What follows belongs to an exercise in optimizing a design on an open flow for small area, a short achievable clock period and few clock cycles per item; a production flow would make more cautious choices. Where RTL was checked, it was by simulation tests only, not by an equivalence proof against the original.

==> v6 <==
==> flow/design.v <==
module p286_line_dec (
    input  wire        clk,
    input  wire        rst,           
    input  wire        start,
    output wire        idle,
    output wire        done,
    input  wire [9:0]  line,          
    input  wire [2:0]  mode,
    input  wire [31:0] fb_ptr,
    input  wire [11:0] fb_w,
    input  wire [11:0] fb_h,
    input  wire [11:0] off_x,
    input  wire [11:0] off_y,
    input  wire [31:0] text_ptr,
    input  wire [31:0] font_ptr,
    input  wire        blink_en,
    input  wire        blink_phase,
    input  wire [4:0]  cur_row,
    input  wire [6:0]  cur_col,
    output wire        mem_req,
    output wire [31:0] mem_addr,
    input  wire        mem_gnt,
    input  wire        mem_rvalid,
    input  wire [7:0]  mem_rdata,
    output wire        lb_we,
    output wire [9:0]  lb_addr,
    output wire [7:0]  lb_data
);
    localparam [7:0] BG_INDEX = 8'd250;
    localparam [1:0] ST_IDLE = 2'd0, ST_G1 = 2'd1, ST_MUL = 2'd2, ST_RUN = 2'd3;
    reg  [1:0]  st;
    reg         idle_r, done_r;
    reg  [2:0]  md;
    wire        ftxt = (md[2:1] == 2'b00);
    wire        fpl  = (md == 3'd6);
    wire        fm7  = (md == 3'd7);
    wire        fb1  = (md == 3'd2);
    wire        fb2  = (md == 3'd3);
    wire        fb4  = (md == 3'd4) || (md == 3'd5);
    wire        fhs4 = (md == 3'd5);
    reg         blank;        
    reg  [31:0] P;            
    reg  [31:0] F;            
    reg         c0;           
    reg         C;            
    reg         A;            
    reg  [8:0]  R;            
    reg  [9:0]  xr;           
    reg         we_r;
    reg  [7:0]  q;
    reg         W, E;         
    reg  [15:0] D, S;
    reg         dv;           
    reg  [3:0]  dcnt;         
    reg         sf;           
    reg         ua;           
    reg  [2:0]  rcnt, acnt;   
    reg         pp;           
    reg         ph;           
    reg         req;
    reg         fin;          
    reg         gs;           
    reg         mulst;        
    reg         nbg;          
    reg         pdec;         
    reg         dl;           
    wire [20:0] M = {S[4:0], D};    
    wire [9:0]  n      = xr + 10'd1;
    wire        eqs    = (n == F[9:0]);         
    wire        eqe    = (n == F[19:10]);       
    wire [9:0]  n2     = xr + 10'd2;
    wire        inwin2 = ftxt || ((W || eqs || (n2 == F[9:0])) && !(E || eqe || (n2 == F[19:10])));
    wire        inwin0 = ftxt || ((F[9:0] == 10'd0) && (F[19:10] != 10'd0));
    wire        run    = (st == ST_RUN);
    wire        pend   = run && !fin;
    wire        isbg   = nbg;
    wire        produce = pend && (isbg || dv);
    wire        adv    = pend && !isbg && dv;
    wire [3:0]  elast  = fb1 ? 4'd15 : ((fm7 || (fb4 && !fhs4)) ? 4'd3 : 4'd7);
    wire        dlast  = dl;
    wire        xfer   = sf && (!dv || (adv && dlast));
    wire        at639  = (xr == 10'd638);
    wire        curs   = (n[9:3] == R[6:0]);
    wire        tbit   = !(R[8] && D[7]) && (curs || D[15]);    
    wire        big    = (D[15:11] == 5'b11111) && (D[10] || (D[9] && D[8]));    
    reg  [7:0]  pix;
    always @(*) begin
        if (ftxt)           pix = tbit ? {4'd0, D[3:0]} : {4'd0, D[7] && !R[7], D[6:4]};
        else if (fpl)       pix = {4'd0, D[3], D[7], D[11], D[15]};
        else if (fm7)       pix = big ? 8'd0 : D[15:8];
        else if (fb1)       pix = {7'd0, D[15]};
        else if (fb2)       pix = {6'd0, D[15:14]};
        else                pix = {4'd0, D[15:12]};
    end
    wire shift_now = ftxt || (fhs4 ? (dcnt[1:0] == 2'd3) : dcnt[0]);
    reg [15:0] dsh;
    always @(*) begin
        if (fm7 && run)      dsh = {D[7:0], 8'd0};
        else if (fb2 && run) dsh = {D[13:0], 2'b0};
        else if (fb4 && run) dsh = {D[11:0], 4'b0};
        else                 dsh = {D[14:0], 1'b0};
    end
    wire [2:0]  nbm1   = ftxt ? 3'd2 : (fpl ? 3'd3 : (fm7 ? 3'd1 : 3'd0));   
    wire        taken  = req && mem_gnt;
    wire        alast  = (acnt == nbm1);
    wire        ucomp  = ua && mem_rvalid && alast;
    wire        fetch_en = pend && !blank && !E && !at639;
    wire        prep   = ua && ftxt && !pp && (acnt != 3'd0);
    wire        gready = pp && (!C || A);
    wire        adj    = ftxt && pp && C && !A;
    wire        newu   = fetch_en && !ua && (!sf || xfer);
    wire        more_t = ua && (rcnt != nbm1) && !(ftxt && rcnt == 3'd1 && !gready);
    wire        more_n = ua && (rcnt != nbm1 + 3'd1) && !(ftxt && rcnt == 3'd2 && !gready);
    wire        more   = taken ? more_t : more_n;
    wire        req_n  = fetch_en && (more || newu);
    wire        fin_n  = fin || (produce && at639);
    wire        done_c = run && fin_n && !req && (rcnt == acnt);
    wire        gsel   = gs;
    wire [2:0]  rcnt_n = newu ? 3'd0 : (taken ? rcnt + 3'd1 : rcnt);
    reg  [31:0] ma;
    wire        gs_n   = ftxt && (rcnt_n == 3'd2);
    wire [31:0] p_n    = (run && taken && !gsel) || mulst ? psum : P;
    assign mem_addr = ma;
    wire [20:0] fc;
    assign fc[0] = 1'b1;
    genvar gi;
    generate
        for (gi = 0; gi < 20; gi = gi + 1) begin : g_fadj
            assign fc[gi+1] = fc[gi] & (F[12+gi] ^ A);
        end
    endgenerate
    wire [19:0] fadj = F[31:12] ^ fc[19:0];
    wire        txt_in = (mode[2:1] == 2'b00);
    wire [4:0]  flo    = {1'b0, font_ptr[3:0]} + {1'b0, line[3:0]};
    wire        cline  = blink_phase && (line[8:4] == cur_row) && (line[3:1] == 3'b111);
    wire [9:0]  dy     = {1'b0, R} - {1'b0, S[8:0]};           
    wire [9:0]  dh     = {1'b0, dy[8:0]} - {1'b0, D[8:0]};     
    wire        yin    = !(|S[11:9]) && !dy[9] && ((|D[11:9]) || dh[9]);
    wire [11:0] w      = F[11:0];
    reg  [11:0] sq;
    reg         sr;
    always @(*) begin
        if (fm7)             begin sq = w;                 sr = 1'b0;         end
        else if (fb1 || fpl) begin sq = {3'd0, w[11:3]};   sr = |w[2:0];      end
        else if (fb2)        begin sq = {2'd0, w[11:2]};   sr = |w[1:0];      end
        else                 begin sq = {1'd0, w[11:1]};   sr = w[0];         end
    end
    wire [11:0] sc     = sq + {11'd0, sr};
    wire [15:0] stride = fpl ? {2'd0, sc, 2'b00} : {4'd0, sc};
    wire [11:0] xs     = F[23:12];
    wire [9:0]  xe     = {1'b0, xs[8:0]} + {1'b0, w[8:0]};
    wire        xsbig  = fhs4 ? ((|xs[11:8]) || (xs[7] && (xs[6] || xs[5])))
                              : ((|xs[11:9]) || (xs[8] && (xs[7] || xs[6])));
    wire        xebig  = (|xs[11:9]) || (|w[11:9]) ||
                         (fhs4 ? ((|xe[9:8]) || (xe[7] && (xe[6] || xe[5])))
                               : (xe[9] || (xe[8] && (xe[7] || xe[6]))));
    wire [9:0]  as_e   = xsbig ? 10'h3FF : (fhs4 ? {xs[7:0], 2'b00} : {xs[8:0], 1'b0});
    wire [9:0]  ae_e   = xebig ? 10'h3FF : (fhs4 ? {xe[7:0], 2'b00} : {xe[8:0], 1'b0});
    wire [31:0] addb   = mulst ? (R[0] ? {11'd0, M} : 32'd0) :
                         (pdec ? 32'hFFFF_FFFD : 32'd1);
    wire [31:0] psum   = P + addb;
    wire [3:0]  nib    = ph ? mem_rdata[3:0] : mem_rdata[7:4];
    always @(posedge clk) begin
        we_r   <= 1'b0;
        done_r <= 1'b0;
        gs     <= 1'b0;
        ma     <= (run && gs_n) ? {F[31:12], S[15:8], F[3:0]} : p_n;
        q      <= isbg ? BG_INDEX : pix;
        pdec   <= 1'b0;
        req    <= 1'b0;
        case (st)
            ST_IDLE: begin
                md    <= mode;
                P     <= txt_in ? text_ptr : fb_ptr;
                F     <= txt_in ? {font_ptr[31:4], flo[3:0]} : {8'd0, off_x, fb_w};
                c0    <= flo[4];
                R     <= line[9:1];
                blank <= txt_in && (line >= 10'd400);
                D     <= {4'd0, fb_h};
                S     <= {4'd0, off_y};
                xr    <= {1'b0, blink_en & blink_phase, blink_en, cline ? cur_col : 7'h7F};
                if (start && idle_r) begin
                    st     <= ST_G1;
                    idle_r <= 1'b0;
                end
            end
            ST_G1: begin
                S[4:0]  <= 5'd0;
                st      <= ST_MUL;
                mulst   <= 1'b1;
                if (ftxt) begin
                    R       <= {4'd0, R[7:3]};      
                    D       <= 16'd160;             
                end else begin
                    R       <= dy[8:0];
                    D       <= stride;
                    F[19:0] <= {ae_e, as_e};
                    blank   <= !yin;
                end
            end
            ST_MUL: begin
                P <= psum;
                R <= {1'b0, R[8:1]};
                {S[4:0], D} <= {S[3:0], D[15], dsh};
                if (R[8:1] == 8'd0 || blank) begin
                    st   <= ST_RUN;
                    mulst <= 1'b0;
                    R    <= xr[8:0];
                    xr   <= 10'h3FF;
                    req  <= !blank;
                    ua   <= !blank;
                    rcnt <= 3'd0;
                    acnt <= 3'd0;
                    pp   <= 1'b0;
                    C    <= 1'b0;
                    A    <= 1'b0;
                    ph   <= 1'b0;
                    dv   <= 1'b0;
                    sf   <= 1'b0;
                    fin  <= 1'b0;
                    W    <= 1'b0;
                    E    <= 1'b0;
                    nbg  <= blank || !inwin0;
                end
            end
            default: begin    
                req <= req_n;
                gs  <= gs_n;
                pdec <= fpl && (rcnt_n == 3'd3) && (newu ? ph : !ph);
                if (taken && !gsel)
                    P <= psum;
                if (newu) begin
                    ua   <= 1'b1;
                    rcnt <= 3'd0;
                    acnt <= 3'd0;
                    pp   <= 1'b0;
                    ph   <= ~ph;
                end else begin
                    if (taken)      rcnt <= rcnt + 3'd1;
                    if (mem_rvalid) acnt <= acnt + 3'd1;
                    if (ucomp) ua <= 1'b0;
                    if (prep)  pp <= 1'b1;
                end
                if (prep)
                    {C, S[15:8]} <= {1'b0, S[15:8]} + {1'b0, F[11:4]} + {8'd0, c0};
                if (adj) begin
                    F[31:12] <= fadj;
                    A        <= 1'b1;
                end else if (taken && gsel) begin
                    if (A) F[31:12] <= fadj;
                    A <= 1'b0;
                    C <= 1'b0;
                end
                if (mem_rvalid) begin
                    if (fpl) begin
                        S <= {S[11:0], nib};
                    end else if (acnt[0]) begin
                        S[7:0]  <= mem_rdata;
                    end else begin
                        S[15:8] <= mem_rdata;
                    end
                end
                if (ucomp)     sf <= 1'b1;
                else if (xfer) sf <= 1'b0;
                if (xfer) begin
                    dv   <= 1'b1;
                    dcnt <= 4'd0;
                    dl   <= 1'b0;
                    D    <= S;
                end else if (adv) begin
                    dcnt <= dcnt + 4'd1;
                    dl   <= (dcnt == elast - 4'd1);
                    if (dlast) dv <= 1'b0;
                    if (shift_now) begin
                        D[15:8] <= dsh[15:8];
                        if (!ftxt) D[7:0] <= dsh[7:0];
                    end
                end
                if (produce) begin
                    we_r <= 1'b1;
                    xr   <= n;
                    nbg  <= blank || !inwin2;
                    if (eqs) W <= 1'b1;
                    if (eqe && !ftxt) E <= 1'b1;
                end
                fin <= fin_n;
                if (done_c) begin
                    st     <= ST_IDLE;
                    done_r <= 1'b1;
                    idle_r <= 1'b1;
                end
            end
        endcase
        if (rst) begin
            st     <= ST_IDLE;
            mulst  <= 1'b0;
            idle_r <= 1'b1;
            done_r <= 1'b0;
            we_r   <= 1'b0;
            req    <= 1'b0;
        end
    end
    assign idle    = idle_r;
    assign done    = done_r;
    assign mem_req = req;
    assign lb_we   = we_r;
    assign lb_addr = xr;
    assign lb_data = q;
endmodule
==> flow/flow/run.sh <==
#!/bin/bash
export BUFFER_PORTS_ARGS="-buffer_cell sky130_fd_sc_hd__buf_1"
export SETUP_SLACK_MARGIN=8.5
bash standard.sh > standard.log 2>&1
==> flow/standard.sh <==
#!/bin/bash
# synth_recipe.tcl (not shown) runs the flow's synth.tcl, then flattens the netlist and writes it again
# the make line also repeats each setting of config.mk as NAME=value (left out here)
make -C /OpenROAD-flow-scripts/flow DESIGN_CONFIG=/design/flow/config.mk WORK_HOME=/design/flow/orfs CLKGATE_MAP_FILE= SYNTH_SCRIPT=/design/flow/synth_recipe.tcl "${@:-finish}"
==> flow/config.mk <==
export PLATFORM = sky130hd
export DESIGN_NAME = p286_line_dec
export DESIGN_NICKNAME = p286_line_dec
export VERILOG_FILES = /design/flow/design.v
export SDC_FILE = /design/flow/constraint.sdc
export NUM_CORES = 4
export LEC_CHECK = 0
export CAP_MARGIN = 20
export CORE_MARGIN = 2
export CORE_UTILIZATION = 60
export SLEW_MARGIN = 20
==> flow/constraint.sdc <==
create_clock -name core_clock -period 12.0 [get_ports {clk}]
set_input_delay 2.4000 -clock core_clock [delete_from_list [all_inputs] [get_ports {clk}]]
set_output_delay 2.4000 -clock core_clock [all_outputs]
set_load 0.01 [all_outputs]
==> v21 (differences from v6) <==
--- a/flow/design.v
+++ b/flow/design.v
@@ -61,19 +61,15 @@
     reg         fin;          
     reg         gs;           
     reg         mulst;        
-    reg         nbg;          
-    reg         pdec;         
     reg         dl;           
     wire [20:0] M = {S[4:0], D};    
     wire [9:0]  n      = xr + 10'd1;
     wire        eqs    = (n == F[9:0]);         
     wire        eqe    = (n == F[19:10]);       
-    wire [9:0]  n2     = xr + 10'd2;
-    wire        inwin2 = ftxt || ((W || eqs || (n2 == F[9:0])) && !(E || eqe || (n2 == F[19:10])));
-    wire        inwin0 = ftxt || ((F[9:0] == 10'd0) && (F[19:10] != 10'd0));
+    wire        inwin  = ftxt || ((W || eqs) && !(E || eqe));
     wire        run    = (st == ST_RUN);
     wire        pend   = run && !fin;
-    wire        isbg   = nbg;
+    wire        isbg   = blank || !inwin;
     wire        produce = pend && (isbg || dv);
     wire        adv    = pend && !isbg && dv;
     wire [3:0]  elast  = fb1 ? 4'd15 : ((fm7 || (fb4 && !fhs4)) ? 4'd3 : 4'd7);
@@ -117,10 +113,7 @@
     wire        done_c = run && fin_n && !req && (rcnt == acnt);
     wire        gsel   = gs;
     wire [2:0]  rcnt_n = newu ? 3'd0 : (taken ? rcnt + 3'd1 : rcnt);
-    reg  [31:0] ma;
-    wire        gs_n   = ftxt && (rcnt_n == 3'd2);
-    wire [31:0] p_n    = (run && taken && !gsel) || mulst ? psum : P;
-    assign mem_addr = ma;
+    assign mem_addr = gsel ? {F[31:12], S[15:8], F[3:0]} : P;
     wire [20:0] fc;
     assign fc[0] = 1'b1;
     genvar gi;
@@ -157,16 +150,13 @@
     wire [9:0]  as_e   = xsbig ? 10'h3FF : (fhs4 ? {xs[7:0], 2'b00} : {xs[8:0], 1'b0});
     wire [9:0]  ae_e   = xebig ? 10'h3FF : (fhs4 ? {xe[7:0], 2'b00} : {xe[8:0], 1'b0});
     wire [31:0] addb   = mulst ? (R[0] ? {11'd0, M} : 32'd0) :
-                         (pdec ? 32'hFFFF_FFFD : 32'd1);
+                         ((fpl && rcnt == 3'd3 && !ph) ? 32'hFFFF_FFFD : 32'd1);
     wire [31:0] psum   = P + addb;
     wire [3:0]  nib    = ph ? mem_rdata[3:0] : mem_rdata[7:4];
     always @(posedge clk) begin
         we_r   <= 1'b0;
         done_r <= 1'b0;
         gs     <= 1'b0;
-        ma     <= (run && gs_n) ? {F[31:12], S[15:8], F[3:0]} : p_n;
-        q      <= isbg ? BG_INDEX : pix;
-        pdec   <= 1'b0;
         req    <= 1'b0;
         case (st)
             ST_IDLE: begin
@@ -220,13 +210,11 @@
                     fin  <= 1'b0;
                     W    <= 1'b0;
                     E    <= 1'b0;
-                    nbg  <= blank || !inwin0;
                 end
             end
             default: begin    
                 req <= req_n;
-                gs  <= gs_n;
-                pdec <= fpl && (rcnt_n == 3'd3) && (newu ? ph : !ph);
+                gs  <= ftxt && (rcnt_n == 3'd2);
                 if (taken && !gsel)
                     P <= psum;
                 if (newu) begin
@@ -276,10 +264,10 @@
                         if (!ftxt) D[7:0] <= dsh[7:0];
                     end
                 end
+                q <= isbg ? BG_INDEX : pix;
                 if (produce) begin
                     we_r <= 1'b1;
                     xr   <= n;
-                    nbg  <= blank || !inwin2;
                     if (eqs) W <= 1'b1;
                     if (eqe && !ftxt) E <= 1'b1;
                 end
==> flow/flow/run.sh (replaced) <==
#!/bin/bash
export BUFFER_PORTS_ARGS="-buffer_cell sky130_fd_sc_hd__buf_1"
export SETUP_SLACK_MARGIN=8.0
bash standard.sh > standard.log 2>&1
Settings changed: CORE_UTILIZATION 60 to 70, CTS_BUF_LIST set to sky130_fd_sc_hd__clkbuf_8.
==> flow_summary.ini <==
[status]
status = complete, no violations

[power_and_ir_drop]
power_w = 0.00548

[final_layout]
buffers_excl_clock = 306

[placement]
dp_cells = 2216

[floorplan]
tap_cells = 275

[min_path]
holdPathEnd = idle_r$_SDFFE_PP1P_

[yosys]
synth_seq_area_share_pct = 31.0
The numbers above come from v21.

==> flow_summary.ini <==
[status]
status = complete, no violations

[floorplan]
tap_cells = 341

[placement]
dp_cells = 2496

[yosys]
synth_seq_area_share_pct = 32.5

[power_and_ir_drop]
power_w = 0.00574
The numbers above come from v6.

Testbench counts of v6, summed over its fixed seeds: cycles 125,037, lines 192.
Only the layout flow was run in v21; the RTL was not checked for function there.

afterwards: timing with drivers on the ports:
The results above use ideal ports. As a check the final layouts listed here were re-extracted and re-timed, cells and wires unchanged.
Step 1: set_driving_cell puts a clkbuf_16 on clk and a buf_2 on each other input, an assumption about the parent block.
Step 2 also shifts input and output timing later by t, the mid clock arrival at the registers, as if the neighbouring blocks saw the same clock.
a / b / c = ideal ports / drivers / drivers and shift; a / b = the first two.
| run | t (ns) | setup WS [ns] | hold slack, ns | worst setup path at the end | worst register clock-pin slew, ns |
|---|---|---|---|---|---|
| v6 | 0.507 | 8.455 / 8.456 / 7.978 | 0.518 / 0.518 / 0.518 | input to register | 0.09 / 0.09 |
| v21 | 0.544 | 7.897 / 7.894 / 7.459 | 0.530 / 0.530 / 0.530 | input to register | 0.12 / 0.12 |
After both steps every run listed still meets setup and hold. The setup slack of v6, which loses most, moves by +0.001 ns with the drivers and by -0.477 ns with both steps.
